Source: an optimization exercise on an open RTL-to-GDS flow (aim: small area, a short achievable clock period and few clock cycles per item). Production flows keep margins and buffers that such runs may drop. At most, simulation tests tie the RTL to the original design; equivalence was not proved. Power is estimated from default activity; no workload was simulated.

== P ==
## popcount_unit
module popcount_unit (
    input  wire         clk,
    input  wire         rst,         
    input  wire         in_valid,
    input  wire [1:0]   op,          
    input  wire [127:0] operand,
    output reg          out_valid,
    output reg  [7:0]   result,
    output reg          valid,
    output reg          illegal,
    output reg  [2:0]   strategy
);
Size: roughly 520 cells after synthesis, about 55 flip-flops.
export LEC_CHECK = 0
export CAP_MARGIN = 20
export CORE_MARGIN = 2
export CORE_UTILIZATION = 45
export SETUP_SLACK_MARGIN = 3.6
export SLEW_MARGIN = 20
export SYNTH_HIERARCHICAL = 1
export SYNTH_MINIMUM_KEEP_SIZE = 0
create_clock -name core_clock -period 7.0 [get_ports {clk}]
standard.sh (not shown) runs the stock make flow with config.mk's settings and CLKGATE_MAP_FILE= SYNTH_SCRIPT=/design/flow/synth_recipe.tcl, a recipe that flattens the netlist after the stock synthesis.
==> flow/flow/run.sh <==
#!/bin/bash
# Layout flow: the standard layout (standard.sh, all ORFS steps from
# synthesis to finish), with the input and output port buffers placed as
# sky130_fd_sc_hd__buf_1 cells instead of the cell buffer_ports picks by
# itself. Each step's full log stays under orfs/logs/; the output of make
# goes to flow_make.log in this folder.
set -euo pipefail
export BUFFER_PORTS_ARGS="-buffer_cell sky130_fd_sc_hd__buf_1"
bash standard.sh > flow_make.log 2>&1
Relative to P, the following input files were edited for Q:
Settings: SETUP_SLACK_MARGIN: 3.6 -> 3.3.
==> flow/run.sh (new file) <==
#!/bin/bash
# synth_recipe.tcl (not shown) runs the flow's synth.tcl, then flattens the netlist and writes it again
# the make line also repeats each setting of config.mk as NAME=value (left out here)
make -C /OpenROAD-flow-scripts/flow DESIGN_CONFIG=/design/flow/config.mk WORK_HOME=/design/flow/orfs CLKGATE_MAP_FILE= SYNTH_SCRIPT=/design/flow/synth_recipe.tcl finish
removed: flow/flow/run.sh
removed: flow/standard.sh
Findings:
Q went all the way through synthesis, placement and routing and the layout is clean on timing, DRC and antenna.
[compare] base=P new=Q: non-clock buffer contribution to total cell area now sits higher, power density relative to cell area went up.
For the register-to-register slack, Q came in 0.06 ns lower than P did.
Q ended up with a higher global-route usage than P did.
Comparing Q and P, the higher final period utilization was measured on Q.
Between P and Q, the flow reports leakage dissipation increasing by a few percent.
Q: portion of total power attributed to combinational logic higher than P
Relative to P, worst setup slack has decreased by 0.19 ns in Q.
Maximum clock frequency in Q is 0.014 GHz lower than in P
Against P as the reference, Q delivers a higher shortest clock period the worst path allows after layout.
Inputs modified between Q and R:
Settings: SETUP_SLACK_MARGIN: 3.3 -> 3.6.
Notes after the runs:
Delta(via count, R - Q) > 0
Q consumes less power than R.
[R vs Q] relative contribution of the clock network to total power: higher in R
For S, these inputs were changed with respect to R:
Settings: a change of SETUP_SLACK_MARGIN from 3.6 to 3.45.
==> notes.md <==
Of S and R, the run reporting the higher non-clock buffer count was R. Compared R against S; met1 track demand over resource within noise. Taking R as the reference point, the clock group share of total power of S falls by 1.5 points. Looking at utilization, S sits above R. Summary of S over R: total power divided by cell area shows a reduction of 1.1%; wire length of the first global-routing pass shows a reduction of 410 µm.
No run of this note included a check of the RTL's function; only the layout flow was run.

---

v1:
popcount_unit, a different RTL version from the one above (not shown whole).
Size in the first run: about 56 flip-flops, roughly 6900 µm² of cells after synthesis.
Settings: LEC_CHECK=0, CAP_MARGIN=20, CORE_MARGIN=2, CORE_UTILIZATION=60, SETUP_SLACK_MARGIN=4.5, SLEW_MARGIN=20, SYNTH_HIERARCHICAL=1, SYNTH_MINIMUM_KEEP_SIZE=0; clock period 7.0 ns.
run.sh (not shown) runs the stock make flow with config.mk's settings and CLKGATE_MAP_FILE= SYNTH_SCRIPT=/design/flow/synth_recipe.tcl, a recipe that flattens the netlist after the stock synthesis.
Stock flow here: none of the scripts above is used.
Testbench counts of v1, summed over its fixed seeds: cycles 4,008, items 4,000.
[inputs] v34 vs v1
Settings: swapping 4.5 for 3.7 in SETUP_SLACK_MARGIN.
## What came out
Taking v1 as 1.0, v34 lands at 0.46 on first-iteration detailed-routing DRC count. Against v1, v34 reports a worst slack at placement that is higher. v34 ended up with a higher maximum cell stage delay along the critical path than v1 did. The non-clock buffer count in v1 is 1.5 times that in v34. Relative to v1, worst hold-check slack has decreased by 0.021 ns in v34. Routed wire in v34 totals less than in v1. v1 was routed with more vias than v34.
Modified inputs, v8 compared to v34
Settings: changing SETUP_SLACK_MARGIN from 3.7 to 3.6.
==> flow/flow/run.sh (new file) <==
#!/bin/bash
# Layout flow: the standard layout (standard.sh, all ORFS steps from
# synthesis to finish), with the input and output port buffers placed as
# sky130_fd_sc_hd__buf_1 cells instead of the cell buffer_ports picks by
# itself. Each step's full log stays under orfs/logs/; the output of make
# goes to flow_make.log in this folder.
set -euo pipefail
export BUFFER_PORTS_ARGS="-buffer_cell sky130_fd_sc_hd__buf_1"
bash standard.sh > flow_make.log 2>&1
==> flow/standard.sh (new file) <==
#!/bin/bash
# synth_recipe.tcl (not shown) runs the flow's synth.tcl, then flattens the netlist and writes it again
# the make line also repeats each setting of config.mk as NAME=value (left out here)
make -C /OpenROAD-flow-scripts/flow DESIGN_CONFIG=/design/flow/config.mk WORK_HOME=/design/flow/orfs CLKGATE_MAP_FILE= SYNTH_SCRIPT=/design/flow/synth_recipe.tcl "${@:-finish}"
removed: flow/run.sh
Notes after the runs:
- Higher final critical-path share of the clock period goes to v34 over v8.
- What v8 reported for routed wire length has to be multiplied by 1.06 to get the figure for v34.
- As of v8, cell area had fallen by a few percent compared to v34.
- In v8 relative to v34, overall power of the completed layout had gone down by a little under 10%.
- Between v8 and v34, the hold-fix buffer count after cts does not differ in any meaningful way.
- On global-route usage: between v8 and v34, it ends up higher for v34.
- On setup slack: between v8 and v34, it ends up lower for v34.
- Higher fraction of cell area in non-clock buffers among v8 and v34: v34
- Maximum frequency on v8 is ahead of v34.

---

## v24
Another version of the RTL of popcount_unit (not shown whole).
For scale: roughly 150 I/O pins.
==> flow/config.mk <==
export PLATFORM = sky130hd
export DESIGN_NAME = popcount_unit
export DESIGN_NICKNAME = popcount_unit
export VERILOG_FILES = /design/flow/design.v
export SDC_FILE = /design/flow/constraint.sdc
export NUM_CORES = 4
export LEC_CHECK = 0
export CAP_MARGIN = 20
export CORE_MARGIN = 2
export CORE_UTILIZATION = 50
export CTS_BUF_LIST = sky130_fd_sc_hd__clkbuf_4 sky130_fd_sc_hd__clkbuf_8
export SETUP_SLACK_MARGIN = 3.5
export SLEW_MARGIN = 20
export SYNTH_HIERARCHICAL = 1
export SYNTH_MINIMUM_KEEP_SIZE = 0
==> flow/constraint.sdc <==
create_clock -name core_clock -period 7.0 [get_ports {clk}]
set_input_delay 1.4000 -clock core_clock [delete_from_list [all_inputs] [get_ports {clk}]]
set_output_delay 1.4000 -clock core_clock [all_outputs]
set_load 0.01 [all_outputs]
standard.sh (not shown) runs the stock make flow with config.mk's settings and CLKGATE_MAP_FILE= SYNTH_SCRIPT=/design/flow/synth_recipe.tcl, a recipe that flattens the netlist after the stock synthesis.
==> flow/flow/run.sh <==
#!/bin/bash
# Layout flow: the standard layout (standard.sh, all ORFS steps from
# synthesis to finish), with the input and output port buffers placed as
# sky130_fd_sc_hd__buf_1 cells instead of the cell buffer_ports picks by
# itself. Each step's full log stays under orfs/logs/; the output of make
# goes to flow_make.log in this folder.
set -euo pipefail
export BUFFER_PORTS_ARGS="-buffer_cell sky130_fd_sc_hd__buf_1"
bash standard.sh > flow_make.log 2>&1
Testbench counts of v24, summed over its fixed seeds: cycles 4,008, items 4,000.
What v29 does differently from v24 at the input level:
Settings: CTS_BUF_LIST now sky130_fd_sc_hd__clkbuf_4, was sky130_fd_sc_hd__clkbuf_4 sky130_fd_sc_hd__clkbuf_8.
==> notes.md <==
Worst-case clock skew: v24 vs v29 — no meaningful difference
The combinational power was comparable across v24 and v29.
Required time of the critical path: v29 > v24
Diff v24 -> v29: worst hold slack went up by 10 ps, routed wire length went down by 570 µm, number of vias per cell was more or less identical.
Total power: v29 below v24
Sequential share of layout area in v29 is 0.84 points higher than in v24
Against v24, the final cell area of v29 is lower.
Looking at launching instance or port of the critical path, the operand[68] result is from v24; the operand[63] one comes from v29.
The final reports for v29 and v24 show post-detailed-route wirelength per cell lower in the former.
Re global-route met1 utilization: v24 and v29 aren't equal, and the lower value belongs to v24.
Setup changes, v29 to v10
Settings: SETUP_SLACK_MARGIN now 3.6, was 3.5; CTS_BUF_LIST no longer set, was sky130_fd_sc_hd__clkbuf_4.
Findings:
Final-layout clock-cell area share in v10 is 1.7 points above v29. Timing startpoint of the critical path: operand[117] -> v10, operand[63] -> v29. Status | v29 and v10 | clean. [compare] base=v29 new=v10: via count climbed 47, clock network latency to the later pin of the worst-skew pair fell by 70 ps, number of gates given a new drive strength after cts increased by 55 relative to the old numbers.
Relative to v10, the following input files were edited for v43:
Settings: CTS_BUF_LIST now sky130_fd_sc_hd__clkbuf_4, previously not set.
Taking v10 as the reference, in v43 final weighted congestion in routability-driven placement flat, post-synthesis to final-layout area growth down 5.6 points. v43 vs v10, end of the critical path: gd_r1_34 vs gd_r1_40. As far as number of unique standard cell types used by synthesis goes, v10 and v43 are indistinguishable; the numbers are identical. Per the comparison of v43 with v10, number of multi-input combinational cells higher; share of the cycle needed by the critical path after routing decreased by 0.22 points relative to the old numbers; worst-case setup margin in the final layout climbed 16 ps.

---

Setup of exp/zinc:
RTL: one of the versions met above, not the one the previous note started from.
Size in the first run: about 690 cells after synthesis, roughly 150 I/O pins, roughly 6900 µm² of cells after synthesis.
make LEC_CHECK=0 CAP_MARGIN=20 CORE_MARGIN=2 CORE_UTILIZATION=75 SETUP_SLACK_MARGIN=3.7 SLEW_MARGIN=20 SYNTH_HIERARCHICAL=1 SYNTH_MINIMUM_KEEP_SIZE=0 finish   # period 7.0 ns
run.sh (not shown) runs the stock make flow with config.mk's settings and CLKGATE_MAP_FILE= SYNTH_SCRIPT=/design/flow/synth_recipe.tcl, a recipe that flattens the netlist after the stock synthesis.
Stock flow here: none of the scripts above is used.
exp/zinc got as far as global placement (3_3_place_gp), where a tool error ended the run.
Testbench counts of exp/zinc, summed over its fixed seeds: cycles 4,008, items 4,000.
#### Input delta (exp/fjord over exp/zinc)
- SETUP_SLACK_MARGIN changed from 3.7 to 4.0
- CORE_UTILIZATION changed from 75 to 60
Results
- exp/fjord | stages: all done | timing, DRC, antenna: all pass
- Compared with exp/zinc, in exp/fjord die outline width picked up an extra about 11%, post-synth net total saw little to no change, synthesized cell count was more or less identical, initial core utilization moved down.
- The row count of exp/fjord is higher than that of exp/zinc.
- Looking at die extent in y, exp/fjord sits 11% above exp/zinc.
- ~same number of flops mapped to enable cells by yosys in exp/fjord and exp/zinc
- Diff exp/fjord..exp/zinc | async set-reset flop share out of synthesis | negligible

---

popcount_unit again, from the RTL that the note above started with.
==> flow/config.mk <==
export PLATFORM = sky130hd
export DESIGN_NAME = popcount_unit
export DESIGN_NICKNAME = popcount_unit
export VERILOG_FILES = /design/flow/design.v
export SDC_FILE = /design/flow/constraint.sdc
export NUM_CORES = 4
export LEC_CHECK = 0
export CAP_MARGIN = 20
export CORE_MARGIN = 2
export CORE_UTILIZATION = 60
export SETUP_SLACK_MARGIN = 3.6
export SLEW_MARGIN = 20
export SYNTH_HIERARCHICAL = 1
export SYNTH_MINIMUM_KEEP_SIZE = 0
==> flow/constraint.sdc <==
create_clock -name core_clock -period 7.0 [get_ports {clk}]
set_input_delay 1.4000 -clock core_clock [delete_from_list [all_inputs] [get_ports {clk}]]
set_output_delay 1.4000 -clock core_clock [all_outputs]
set_load 0.01 [all_outputs]
The first run produced a clean layout.
Testbench counts at the start, summed over its fixed seeds: cycles 4,008, items 4,000.
Edit:
- SETUP_SLACK_MARGIN: 3.6 -> default
Outcome:
- wire length came out lower by 4.3%
- clock power falls by about 2%
- total power grows by 3.9%
- non-clock buffer count fell by 9

---

== north ==
Another version of the RTL of popcount_unit (not shown whole).
Size: about 600 cells after synthesis, about 150 I/O pins.
clock: 7.0 ns
lec_check: 0
cap_margin: 20
core_margin: 2
core_utilization: 50
cts_buf_list: sky130_fd_sc_hd__clkbuf_4 sky130_fd_sc_hd__clkbuf_8
setup_slack_margin: 3.45
slew_margin: 20
synth_hierarchical: 1
synth_minimum_keep_size: 0
standard.sh (not shown) runs the stock make flow with config.mk's settings and CLKGATE_MAP_FILE= SYNTH_SCRIPT=/design/flow/synth_recipe.tcl, a recipe that flattens the netlist after the stock synthesis.
Scripts as last shown in full above: flow/flow/run.sh
Testbench counts of north, summed over its fixed seeds: cycles 4,008, items 4,000.
Inputs modified between north and south:
diff --git a/flow/config.mk b/flow/config.mk
--- a/flow/config.mk
+++ b/flow/config.mk
@@ -11,3 +11,3 @@
 export CTS_BUF_LIST = sky130_fd_sc_hd__clkbuf_4 sky130_fd_sc_hd__clkbuf_8
-export SETUP_SLACK_MARGIN = 3.45
+export SETUP_SLACK_MARGIN = 3.6
 export SLEW_MARGIN = 20
Findings:
- south | stages: all done | timing, DRC, antenna: all pass
- south vs north: first-pass GRT wire length up by a few percent
- north vs south, source of the critical timing path: operand[70] vs operand[8]
- Comparing the two runs side by side, south comes out ahead of north on max-slew headroom at the worst pin.
- Between south and north, the post-layout worst setup margin is lower for north.
- Against north, total power in south rose by a few percent.
- south vs. north: setup fix buffers added after clock tree synthesis rose 1, sequential share of power fell 0.5 points, first-iteration DRC count rose 169, routed length per instance rose about 2.8%, wire length on met2 rose 470 µm.
- [compare] base=north new=south: part of the total power dissipated in the clock network -1.6 points, count of instances resized after the clock tree is built +126.
Input-level comparison between east and south:
diff --git a/flow/config.mk b/flow/config.mk
--- a/flow/config.mk
+++ b/flow/config.mk
@@ -11,3 +11,3 @@
 export CTS_BUF_LIST = sky130_fd_sc_hd__clkbuf_4 sky130_fd_sc_hd__clkbuf_8
-export SETUP_SLACK_MARGIN = 3.6
+export SETUP_SLACK_MARGIN = 3.5
 export SLEW_MARGIN = 20
Results
east vs. south: hold slack closely matched the old numbers; logic gate share of total power fell by 2.0 points.
Run comparison: east worst-path cell with the longest stage delay fa_2; south worst-path cell with the longest stage delay fa_1
Relative to south, east improves overall power.
The final worst-path setup slack of east falls short of that of south by 0.051 ns.
## Diff of input files: west against east
diff --git a/flow/config.mk b/flow/config.mk
--- a/flow/config.mk
+++ b/flow/config.mk
@@ -10,4 +10,3 @@
 export CORE_UTILIZATION = 50
-export CTS_BUF_LIST = sky130_fd_sc_hd__clkbuf_4 sky130_fd_sc_hd__clkbuf_8
-export SETUP_SLACK_MARGIN = 3.5
+export SETUP_SLACK_MARGIN = 3.6
 export SLEW_MARGIN = 20
==> comparison <==
- In the flow results for east and west, the routed wire length is larger on west.
- Post-route setup TNS came out exactly the same in east and west.
- In the reports for east and west, the smaller part of the power in combinational logic belongs to west.
- Going from east to west, overall via count from detail_route climbed 119, critical path required time barely changed.
- west vs. east: area of all placed cells without fillers now larger; first-pass GRT wire length now larger.

-- port drivers added, routing unchanged --
The results above use ideal ports. As a check the final layouts listed here were re-extracted and re-timed, cells and wires unchanged.
Step 1 sets driving cells, clkbuf_16 on the clock port and buf_2 on the other inputs (assumed; they add their load-dependent delay and slew).
Step 2 also shifts input and output timing later by t, the mid clock arrival at the registers, as if the neighbouring blocks saw the same clock.
Slacks: ideal ports / drivers / drivers and shift; pairs: ideal ports / drivers.
run	t, ns	setup slack, ns	hold slack, ns	worst slew at a driven data input, ns	cell pins on the clock port's net
P	0.330	3.496 / 3.497 / 3.167	0.450 / 0.450 / 0.450	0.08	1
Q	0.329	3.310 / 3.322 / 2.993	0.461 / 0.461 / 0.461	0.04	1
R	0.332	3.476 / 3.465 / 3.133	0.442 / 0.442 / 0.442	0.06	1
S	0.332	3.360 / 3.363 / 3.031	0.453 / 0.453 / 0.453	0.05	1
v1	0.326	3.503 / 3.469 / 3.183	0.465 / 0.465 / 0.465	0.14	1
v34	0.325	3.559 / 3.554 / 3.230	0.443 / 0.443 / 0.443	0.06	1
v8	0.326	3.571 / 3.547 / 3.247	0.449 / 0.449 / 0.449	0.06	1
v24	0.372	3.513 / 3.518 / 3.146	0.439 / 0.439 / 0.439	0.05	1
v29	0.416	3.504 / 3.509 / 3.093	0.449 / 0.449 / 0.449	0.04	1
v10	0.358	3.568 / 3.580 / 3.222	0.433 / 0.433 / 0.433	0.05	1
v43	0.426	3.583 / 3.592 / 3.165	0.450 / 0.450 / 0.450	0.04	1
exp/fjord	0.328	3.564 / 3.559 / 3.231	0.458 / 0.458 / 0.458	0.07	1
the first run of note 5	0.321	3.589 / 3.559 / 3.271	0.449 / 0.449 / 0.449	0.05	1
the second run of note 5	0.320	2.908 / 2.916 / 2.596	0.459 / 0.459 / 0.459	0.04	1
north	0.380	3.453 / 3.466 / 3.086	0.442 / 0.442 / 0.442	0.04	1
south	0.390	3.566 / 3.563 / 3.173	0.439 / 0.439 / 0.439	0.07	1
east	0.379	3.515 / 3.526 / 3.147	0.442 / 0.442 / 0.442	0.04	1
west	0.377	3.566 / 3.552 / 3.175	0.436 / 0.436 / 0.436	0.07	1
After both steps setup and hold are still met in every run listed. The setup slack of v43, which loses most, moves by +0.009 ns with the drivers and by -0.418 ns with both steps.
